Background: an optimization exercise with open tools, aiming at small area. Do not read the settings as production practice.
Where RTL was checked, it was by simulation tests only, not by an equivalence proof against the original.
No activity file was given, so power comes from the tool's default toggle rates.

// ledcube_engine
module ledcube_engine (
    input             clk,
    input             rst,
    input      [1:0]  cfg_rot,
    input             cfg_inv,
    input             in_valid,
    input      [63:0] in_data,
    input             close,
    output reg [14:0] lines,    
    output reg        done
);
    reg [63:0] w [0:6];
    reg [63:0] p [0:7];
    reg [63:0] c [0:7];
    reg [2:0]  beat;
    reg        closed;
    reg        p_valid;
    reg [2:0]  p_base;
    wire accept = in_valid && !closed;
    wire p_load = accept && (beat == 3'd7);
    reg [3:0] k;         
    reg [3:0] s;         
    reg [2:0] layer;
    integer i;
    always @(posedge clk) begin
        if (accept) begin
            for (i = 0; i < 6; i = i + 1)
                w[i] <= w[i + 1];
            w[6] <= in_data;
        end
    end
    always @(posedge clk) begin
        if (p_load) begin
            for (i = 0; i < 7; i = i + 1)
                p[i] <= ~w[i];
            p[7] <= ~in_data;
        end else begin
            for (i = 0; i < 7; i = i + 1)
                p[i] <= ~p[i + 1];
            p[7] <= ~p[0];
        end
    end
    always @(posedge clk) begin
        if (rst) begin
            beat    <= 3'd0;
            closed  <= 1'b0;
            p_valid <= 1'b0;
        end else begin
            if (close)
                closed <= 1'b1;
            if (accept)
                beat <= beat + 3'd1;
            if (p_load) begin
                p_valid <= 1'b1;
                p_base  <= k[2:0] + 3'd1;
            end
        end
    end
    reg        xact;      
    reg [2:0]  xcnt;
    reg        c_valid;   
    reg        c_is_p;    
    reg [2:0]  c_base;
    always @(posedge clk) begin
        for (i = 0; i < 7; i = i + 1)
            c[i] <= c[i + 1];
        c[7] <= xact ? p[0] : c[0];
    end
    wire row_slot  = !s[3];
    wire [2:0] row = s[2:0];
    wire at_end    = (layer == 3'd7) && (s == 4'd9) && (k == 4'd6);
    wire release_now = at_end && closed && (c_is_p || !p_valid);
    always @(posedge clk) begin
        if (rst) begin
            xact    <= 1'b0;
            xcnt    <= 3'd0;
            c_valid <= 1'b0;
            c_is_p  <= 1'b0;
        end else begin
  ...
For scale: about 2800 cells after synthesis, about 1500 flip-flops, about 87 I/O pins, about 43000 sq um of cells after synthesis.
==> module ledcube_engine, before the edit <==
module ledcube_engine (
    input             clk,
    input             rst,
    input      [1:0]  cfg_rot,
    input             cfg_inv,
    input             in_valid,
    input      [63:0] in_data,
    input             close,
    output reg [14:0] lines,    
    output reg        done
);
    reg [63:0] w [0:6];
    reg [63:0] p [0:7];
    reg [63:0] c [0:7];
    reg [2:0]  beat;
    reg        closed;
    reg        p_valid;
    reg [2:0]  p_base;
    wire accept = in_valid && !closed;
    wire p_load = accept && (beat == 3'd7);
    reg [3:0] k;         
    reg [3:0] s;         
    reg [2:0] layer;
    integer i;
    always @(posedge clk) begin
        if (accept) begin
            for (i = 0; i < 6; i = i + 1)
                w[i] <= w[i + 1];
            w[6] <= in_data;
        end
    end
    always @(posedge clk) begin
        if (p_load) begin
            for (i = 0; i < 7; i = i + 1)
                p[i] <= ~w[i];
            p[7] <= ~in_data;
        end else begin
            for (i = 0; i < 7; i = i + 1)
                p[i] <= ~p[i + 1];
            p[7] <= ~p[0];
        end
    end
    always @(posedge clk) begin
        if (rst) begin
            beat    <= 3'd0;
            closed  <= 1'b0;
            p_valid <= 1'b0;
        end else begin
            if (close)
                closed <= 1'b1;
            if (accept)
                beat <= beat + 3'd1;
            if (p_load) begin
                p_valid <= 1'b1;
                p_base  <= k[2:0] + 3'd1;
            end
        end
    end
    reg        xact;      
    reg [2:0]  xcnt;
    reg        c_valid;   
    reg        c_is_p;    
    reg [2:0]  c_base;
    always @(posedge clk) begin
        for (i = 0; i < 7; i = i + 1)
            c[i] <= c[i + 1];
        c[7] <= xact ? p[0] : c[0];
    end
    wire row_slot  = !s[3];
    wire [2:0] row = s[2:0];
    wire at_end    = (layer == 3'd7) && (s == 4'd9) && (k == 4'd6);
    wire release_now = at_end && closed && (c_is_p || !p_valid);
    always @(posedge clk) begin
        if (rst) begin
            xact    <= 1'b0;
            xcnt    <= 3'd0;
            c_valid <= 1'b0;
            c_is_p  <= 1'b0;
        end else begin
            if (xact) begin
                if (xcnt == 3'd7) begin
                    xact    <= 1'b0;
                    c_valid <= 1'b1;
                    c_base  <= p_base;
                end
                xcnt <= (p_load && xcnt != 3'd7) ? 3'd0 : xcnt + 3'd1;
            end else if (at_end && !release_now && p_valid && !done) begin
                xact <= 1'b1;
                xcnt <= 3'd0;
            end
            if (p_load)
                c_is_p <= 1'b0;
            else if (xact && xcnt == 3'd7)
                c_is_p <= 1'b1;
        end
    end
    wire [63:0] tap = c[0];
    wire [2:0]  tl  = k[2:0] - c_base;        
    wire [2:0]  rsel = (cfg_rot == 2'd2) ? ~layer : row;
    wire [7:0]  rbus = tap[rsel*8 +: 8];      
    reg  [7:0]  cbus;                         
    always @(*)
        for (i = 0; i < 8; i = i + 1)
            cbus[i] = tap[i*8 + row];
    wire        rbit = rbus[layer];
    reg [7:0] dnew;
    reg [7:0] den;
    always @(*) begin
        for (i = 0; i < 8; i = i + 1) begin
            case (cfg_rot)
                2'd0: begin dnew[i] = rbus[i];     den[i] = (tl == layer); end
                2'd1: begin dnew[i] = rbit;        den[i] = (~tl == i[2:0]); end
                2'd2: begin dnew[i] = rbus[i];     den[i] = (tl == row); end
                default: begin dnew[i] = cbus[7-i]; den[i] = (tl == layer); end
            endcase
            dnew[i] = c_valid & (dnew[i] ^ cfg_inv ^ ~tl[0]);
            den[i]  = den[i] & row_slot & !k[3];
        end
    end
    reg [7:0] dl;
    reg       srclr;
    wire srclk = row_slot && (k == 4'd10);
    wire rclk  = (s == 4'd8) && (k == 4'd2);
    wire oe    = ((s == 4'd8) && (k >= 4'd5)) || ((s == 4'd9) && (k <= 4'd5));
    always @(*) begin
        lines[7:0]   = dl;
        lines[8]     = srclr & srclk;
        lines[9]     = srclr & rclk;
        lines[10]    = srclr;
        lines[11]    = srclr & oe;
        lines[14:12] = srclr ? layer : 3'd0;
    end
    always @(posedge clk) begin
        if (rst) begin
            k     <= 4'd6;
            s     <= 4'd9;
            layer <= 3'd7;
            dl    <= 8'd0;
            srclr <= 1'b0;
            done  <= 1'b0;
        end else begin
            k <= k + 4'd1;
            if (k == 4'd15) begin
                if (s == 4'd10) begin
                    s     <= 4'd0;
                    layer <= layer + 3'd1;
                end else
                    s <= s + 4'd1;
            end
            if (!done) begin
                if (k[0])
                    srclr <= 1'b1;
                for (i = 0; i < 8; i = i + 1)
                    if (den[i])
                        dl[i] <= dnew[i];
                if (release_now) begin
                    dl    <= 8'd0;
                    srclr <= 1'b0;
                    done  <= 1'b1;
                end
            end
        end
    end
endmodule
Settings: LEC_CHECK=0, ABC_AREA=1, CAP_MARGIN=20, CELL_PAD_IN_SITES_DETAIL_PLACEMENT=1, CELL_PAD_IN_SITES_GLOBAL_PLACEMENT=1, CORE_MARGIN=2, CORE_UTILIZATION=65, PLACE_DENSITY=0.75, SLEW_MARGIN=20; clock period 10.0 ns.
standard.sh (not shown) runs the stock make flow with config.mk's settings and CLKGATE_MAP_FILE= SYNTH_SCRIPT=/design/flow/synth_recipe.tcl, a recipe that flattens the netlist after the stock synthesis.
==> flow/flow/run.sh <==
#!/bin/bash
set -e
export CTS_ARGS="-sink_clustering_enable -repair_clock_nets -dont_use_dummy_load -buf_list sky130_fd_sc_hd__clkbuf_4 -sink_clustering_size 10 -sink_clustering_max_diameter 40"
export BUFFER_PORTS_ARGS="-buffer_cell sky130_fd_sc_hd__buf_1"
bash standard.sh > standard.log 2>&1
Change:
--- a/flow/design.v
+++ b/flow/design.v
@@ -16,5 +16,5 @@
     reg        closed;
     reg        p_valid;
-    reg [2:0]  p_base;
+    reg [2:0]  ptl;       
     wire accept = in_valid && !closed;
     wire p_load = accept && (beat == 3'd7);
@@ -41,4 +41,6 @@
         end
     end
+    always @(posedge clk)
+        ptl <= p_load ? 3'd0 : ptl + 3'd1;
     always @(posedge clk) begin
         if (rst) begin
@@ -51,15 +53,13 @@
             if (accept)
                 beat <= beat + 3'd1;
-            if (p_load) begin
+            if (p_load)
                 p_valid <= 1'b1;
-                p_base  <= k[2:0] + 3'd1;
-            end
         end
     end
     reg        xact;      
-    reg [2:0]  xcnt;
+    reg        seen0;     
     reg        c_valid;   
     reg        c_is_p;    
-    reg [2:0]  c_base;
+    reg [2:0]  ctl;       
     always @(posedge clk) begin
         for (i = 0; i < 7; i = i + 1)
@@ -71,30 +71,32 @@
     wire at_end    = (layer == 3'd7) && (s == 4'd9) && (k == 4'd6);
     wire release_now = at_end && closed && (c_is_p || !p_valid);
+    wire x_end = xact && seen0 && (ptl == 3'd7);
+    always @(posedge clk)
+        ctl <= x_end ? 3'd0 : ctl + 3'd1;
     always @(posedge clk) begin
         if (rst) begin
             xact    <= 1'b0;
-            xcnt    <= 3'd0;
             c_valid <= 1'b0;
             c_is_p  <= 1'b0;
         end else begin
             if (xact) begin
-                if (xcnt == 3'd7) begin
+                if (ptl == 3'd0)
+                    seen0 <= 1'b1;
+                if (x_end) begin
                     xact    <= 1'b0;
                     c_valid <= 1'b1;
-                    c_base  <= p_base;
                 end
-                xcnt <= (p_load && xcnt != 3'd7) ? 3'd0 : xcnt + 3'd1;
             end else if (at_end && !release_now && p_valid && !done) begin
-                xact <= 1'b1;
-                xcnt <= 3'd0;
+                xact  <= 1'b1;
+                seen0 <= 1'b0;
             end
             if (p_load)
                 c_is_p <= 1'b0;
-            else if (xact && xcnt == 3'd7)
+            else if (x_end)
                 c_is_p <= 1'b1;
         end
     end
     wire [63:0] tap = c[0];
-    wire [2:0]  tl  = k[2:0] - c_base;        
+    wire [2:0]  tl  = ctl;                    
     wire [2:0]  rsel = (cfg_rot == 2'd2) ? ~layer : row;
     wire [7:0]  rbus = tap[rsel*8 +: 8];      
Result: The new run produced a clean layout. Non-clock buffer count stays the same. First-iteration DRC count went down by 7.5%. Total power is about the same. Worst setup slack is worse by 150 ps. Via count barely changes. Flip-flop and latch count went down by 2.
For the second run of this note, only the layout was checked, not whether the RTL still works.


The RTL this note starts from:
==> flow/design.v <==
module ledcube_engine (
    input             clk,
    input             rst,
    input      [1:0]  cfg_rot,
    input             cfg_inv,
    input             in_valid,
    input      [63:0] in_data,
    input             close,
    output reg [14:0] lines,
    output reg        done
);
    reg [63:0] w [0:6];
    reg [63:0] p [0:7];
    reg [63:0] c [0:7];
    reg [2:0]  beat;
    reg        closed;
    reg        p_valid;
    reg [2:0]  p_base;
    wire accept = in_valid && !closed;
    wire p_load = accept && (beat == 3'd7);
    reg [3:0] k;         
    reg [3:0] s;         
    reg [2:0] layer;
    integer i;
    always @(posedge clk) begin
        if (accept) begin
            for (i = 0; i < 6; i = i + 1)
                w[i] <= w[i + 1];
            w[6] <= in_data;
        end
    end
    always @(posedge clk) begin
        if (p_load) begin
            for (i = 0; i < 7; i = i + 1)
                p[i] <= ~w[i];
            p[7] <= ~in_data;
        end else begin
            for (i = 0; i < 7; i = i + 1)
                p[i] <= ~p[i + 1];
            p[7] <= ~p[0];
        end
    end
    always @(posedge clk) begin
        if (rst) begin
            beat    <= 3'd0;
            closed  <= 1'b0;
            p_valid <= 1'b0;
        end else begin
            if (close)
                closed <= 1'b1;
            if (accept)
                beat <= beat + 3'd1;
            if (p_load) begin
                p_valid <= 1'b1;
                p_base  <= k[2:0] + 3'd1;
            end
        end
    end
    reg        xact;      
    reg [2:0]  xcnt;
    reg        c_valid;   
    reg        c_is_p;    
    reg [2:0]  c_base;
    always @(posedge clk) begin
        for (i = 0; i < 7; i = i + 1)
            c[i] <= c[i + 1];
        c[7] <= xact ? p[0] : c[0];
    end
    wire row_slot  = !s[3];
    wire [2:0] row = s[2:0];
    wire at_end    = (layer == 3'd7) && (s == 4'd9) && (k == 4'd6);
    wire release_now = at_end && closed && (c_is_p || !p_valid);
    always @(posedge clk) begin
        if (rst) begin
            xact    <= 1'b0;
            xcnt    <= 3'd0;
            c_valid <= 1'b0;
            c_is_p  <= 1'b0;
        end else begin
            if (xact) begin
                if (xcnt == 3'd7) begin
                    xact    <= 1'b0;
                    c_valid <= 1'b1;
                    c_base  <= p_base;
                end
                xcnt <= (p_load && xcnt != 3'd7) ? 3'd0 : xcnt + 3'd1;
            end else if (at_end && !release_now && p_valid && !done) begin
                xact <= 1'b1;
                xcnt <= 3'd0;
            end
            if (p_load)
                c_is_p <= 1'b0;
            else if (xact && xcnt == 3'd7)
                c_is_p <= 1'b1;
        end
    end
    wire [63:0] tap = c[0];
    wire [2:0]  tl  = k[2:0] - c_base;        
    wire [2:0]  rsel = (cfg_rot == 2'd2) ? ~layer : row;
    wire [7:0]  rbus = tap[rsel*8 +: 8];      
    reg  [7:0]  cbus;                         
    always @(*)
        for (i = 0; i < 8; i = i + 1)
            cbus[i] = tap[i*8 + row];
    wire        rbit = rbus[layer];
    reg [7:0] dnew;
    reg [7:0] den;
    always @(*) begin
        for (i = 0; i < 8; i = i + 1) begin
            case (cfg_rot)
                2'd0: begin dnew[i] = rbus[i];     den[i] = (tl == layer); end
                2'd1: begin dnew[i] = rbit;        den[i] = (~tl == i[2:0]); end
                2'd2: begin dnew[i] = rbus[i];     den[i] = (tl == row); end
                default: begin dnew[i] = cbus[7-i]; den[i] = (tl == layer); end
            endcase
            dnew[i] = c_valid & (dnew[i] ^ cfg_inv ^ ~tl[0]);
            den[i]  = den[i] & row_slot & !k[3];
        end
    end
    always @(posedge clk) begin
        if (rst) begin
            k     <= 4'd0;
            s     <= 4'd9;
            layer <= 3'd7;
            lines <= 15'd0;
            done  <= 1'b0;
        end else begin
            k <= k + 4'd1;
            if (k == 4'd15) begin
                if (s == 4'd10) begin
                    s     <= 4'd0;
                    layer <= layer + 3'd1;
                end else
                    s <= s + 4'd1;
            end
            if (!done) begin
                if (k != 4'd0)
                    lines[10] <= 1'b1;                    
                for (i = 0; i < 8; i = i + 1)
                    if (den[i])
                        lines[i] <= dnew[i];
                if (row_slot) begin
                    if (k == 4'd9)  lines[8] <= 1'b1;     
                    if (k == 4'd10) lines[8] <= 1'b0;
                end
                if (s == 4'd8) begin
                    if (k == 4'd1) begin
                        lines[9]     <= 1'b1;             
                        lines[14:12] <= layer;            
                    end
                    if (k == 4'd2) lines[9]  <= 1'b0;
                    if (k == 4'd4) lines[11] <= 1'b1;     
                end
                if (s == 4'd9 && k == 4'd5)
                    lines[11] <= 1'b0;
                if (release_now) begin
                    lines <= 15'd0;
                    done  <= 1'b1;
                end
            end
        end
    end
endmodule
export LEC_CHECK = 0
export ABC_AREA = 1
export CAP_MARGIN = 20
export CELL_PAD_IN_SITES_DETAIL_PLACEMENT = 1
export CELL_PAD_IN_SITES_GLOBAL_PLACEMENT = 1
export CORE_MARGIN = 2
export CORE_UTILIZATION = 50
export CTS_BUF_LIST = sky130_fd_sc_hd__clkbuf_4
export CTS_CLUSTER_DIAMETER = 40
export CTS_CLUSTER_SIZE = 10
export PLACE_DENSITY = 0.6
export SLEW_MARGIN = 20
create_clock -name core_clock -period 10.0 [get_ports {clk}]
Scripts as last shown in full above: flow/flow/run.sh
Next try:
--- a/flow/design.v
+++ b/flow/design.v
@@ -7,5 +7,5 @@
     input      [63:0] in_data,
     input             close,
-    output reg [14:0] lines,
+    output reg [14:0] lines,    
     output reg        done
 );
@@ -118,10 +118,24 @@
         end
     end
+    reg [7:0] dl;
+    reg       srclr;
+    wire srclk = row_slot && (k == 4'd10);
+    wire rclk  = (s == 4'd8) && (k == 4'd2);
+    wire oe    = ((s == 4'd8) && (k >= 4'd5)) || ((s == 4'd9) && (k <= 4'd5));
+    always @(*) begin
+        lines[7:0]   = dl;
+        lines[8]     = srclr & srclk;
+        lines[9]     = srclr & rclk;
+        lines[10]    = srclr;
+        lines[11]    = srclr & oe;
+        lines[14:12] = srclr ? layer : 3'd0;
+    end
     always @(posedge clk) begin
         if (rst) begin
-            k     <= 4'd0;
+            k     <= 4'd6;
             s     <= 4'd9;
             layer <= 3'd7;
-            lines <= 15'd0;
+            dl    <= 8'd0;
+            srclr <= 1'b0;
             done  <= 1'b0;
         end else begin
@@ -135,25 +149,12 @@
             end
             if (!done) begin
-                if (k != 4'd0)
-                    lines[10] <= 1'b1;                    
+                if (k[0])
+                    srclr <= 1'b1;
                 for (i = 0; i < 8; i = i + 1)
                     if (den[i])
-                        lines[i] <= dnew[i];
-                if (row_slot) begin
-                    if (k == 4'd9)  lines[8] <= 1'b1;     
-                    if (k == 4'd10) lines[8] <= 1'b0;
-                end
-                if (s == 4'd8) begin
-                    if (k == 4'd1) begin
-                        lines[9]     <= 1'b1;             
-                        lines[14:12] <= layer;            
-                    end
-                    if (k == 4'd2) lines[9]  <= 1'b0;
-                    if (k == 4'd4) lines[11] <= 1'b1;     
-                end
-                if (s == 4'd9 && k == 4'd5)
-                    lines[11] <= 1'b0;
+                        dl[i] <= dnew[i];
                 if (release_now) begin
-                    lines <= 15'd0;
+                    dl    <= 8'd0;
+                    srclr <= 1'b0;
                     done  <= 1'b1;
                 end
Result:
- The new run produced a clean layout
- total power is about the same
- utilization decreases by 0.11 points
- register-to-register slack gets better by 190 ps
- critical path depth decreases by 1
- global-route usage stays flat
- worst setup slack gets worse by 740 ps
- sequential power stays flat
- first-iteration DRC count increases by a quarter to a third
- synthesized area decreases slightly
- non-clock buffer count increases by 4
- wire length barely changes
- via count decreases slightly
For the first run of this note, only the layout was checked, not whether the RTL still works.

==> afterwards: timing with drivers on the ports <==
Ports are ideal in the flow. The routed layouts listed here were re-timed in OpenROAD. Step 1: set_driving_cell puts a clkbuf_16 on clk and a buf_2 on each other input, an assumption about the parent block. Step 2 times the ports against the registers' clock, not the clock port: input delays grow and output delays shrink by t, the midpoint of the rising clock arrivals with the driver on. Slacks: no drivers / after step 1 / after step 2; pairs: no drivers / after step 1.
run | shift t [ns] | setup WS [ns] | worst setup path at the end | clock arrival spread, ns | worst register clock-pin slew, ns
the first run of note 1 | 1.031 | 4.772 / 4.704 / 3.852 | input to register | 0.116 / 0.116 | 0.11 / 0.11
the second run of note 1 | 1.033 | 4.623 / 4.557 / 4.430 | input to register | 0.106 / 0.106 | 0.11 / 0.11
the first run of note 2 | 1.043 | 5.530 / 5.565 / 4.522 | input to register | 0.120 / 0.120 | 0.11 / 0.11
the second run of note 2 | 1.056 | 4.792 / 4.726 / 4.619 | input to register | 0.086 / 0.086 | 0.11 / 0.11
After both steps every run listed still meets setup and hold. For the first run of note 2, which loses most, drivers alone change the setup slack by +0.035 ns; drivers and shift together by -1.008 ns.
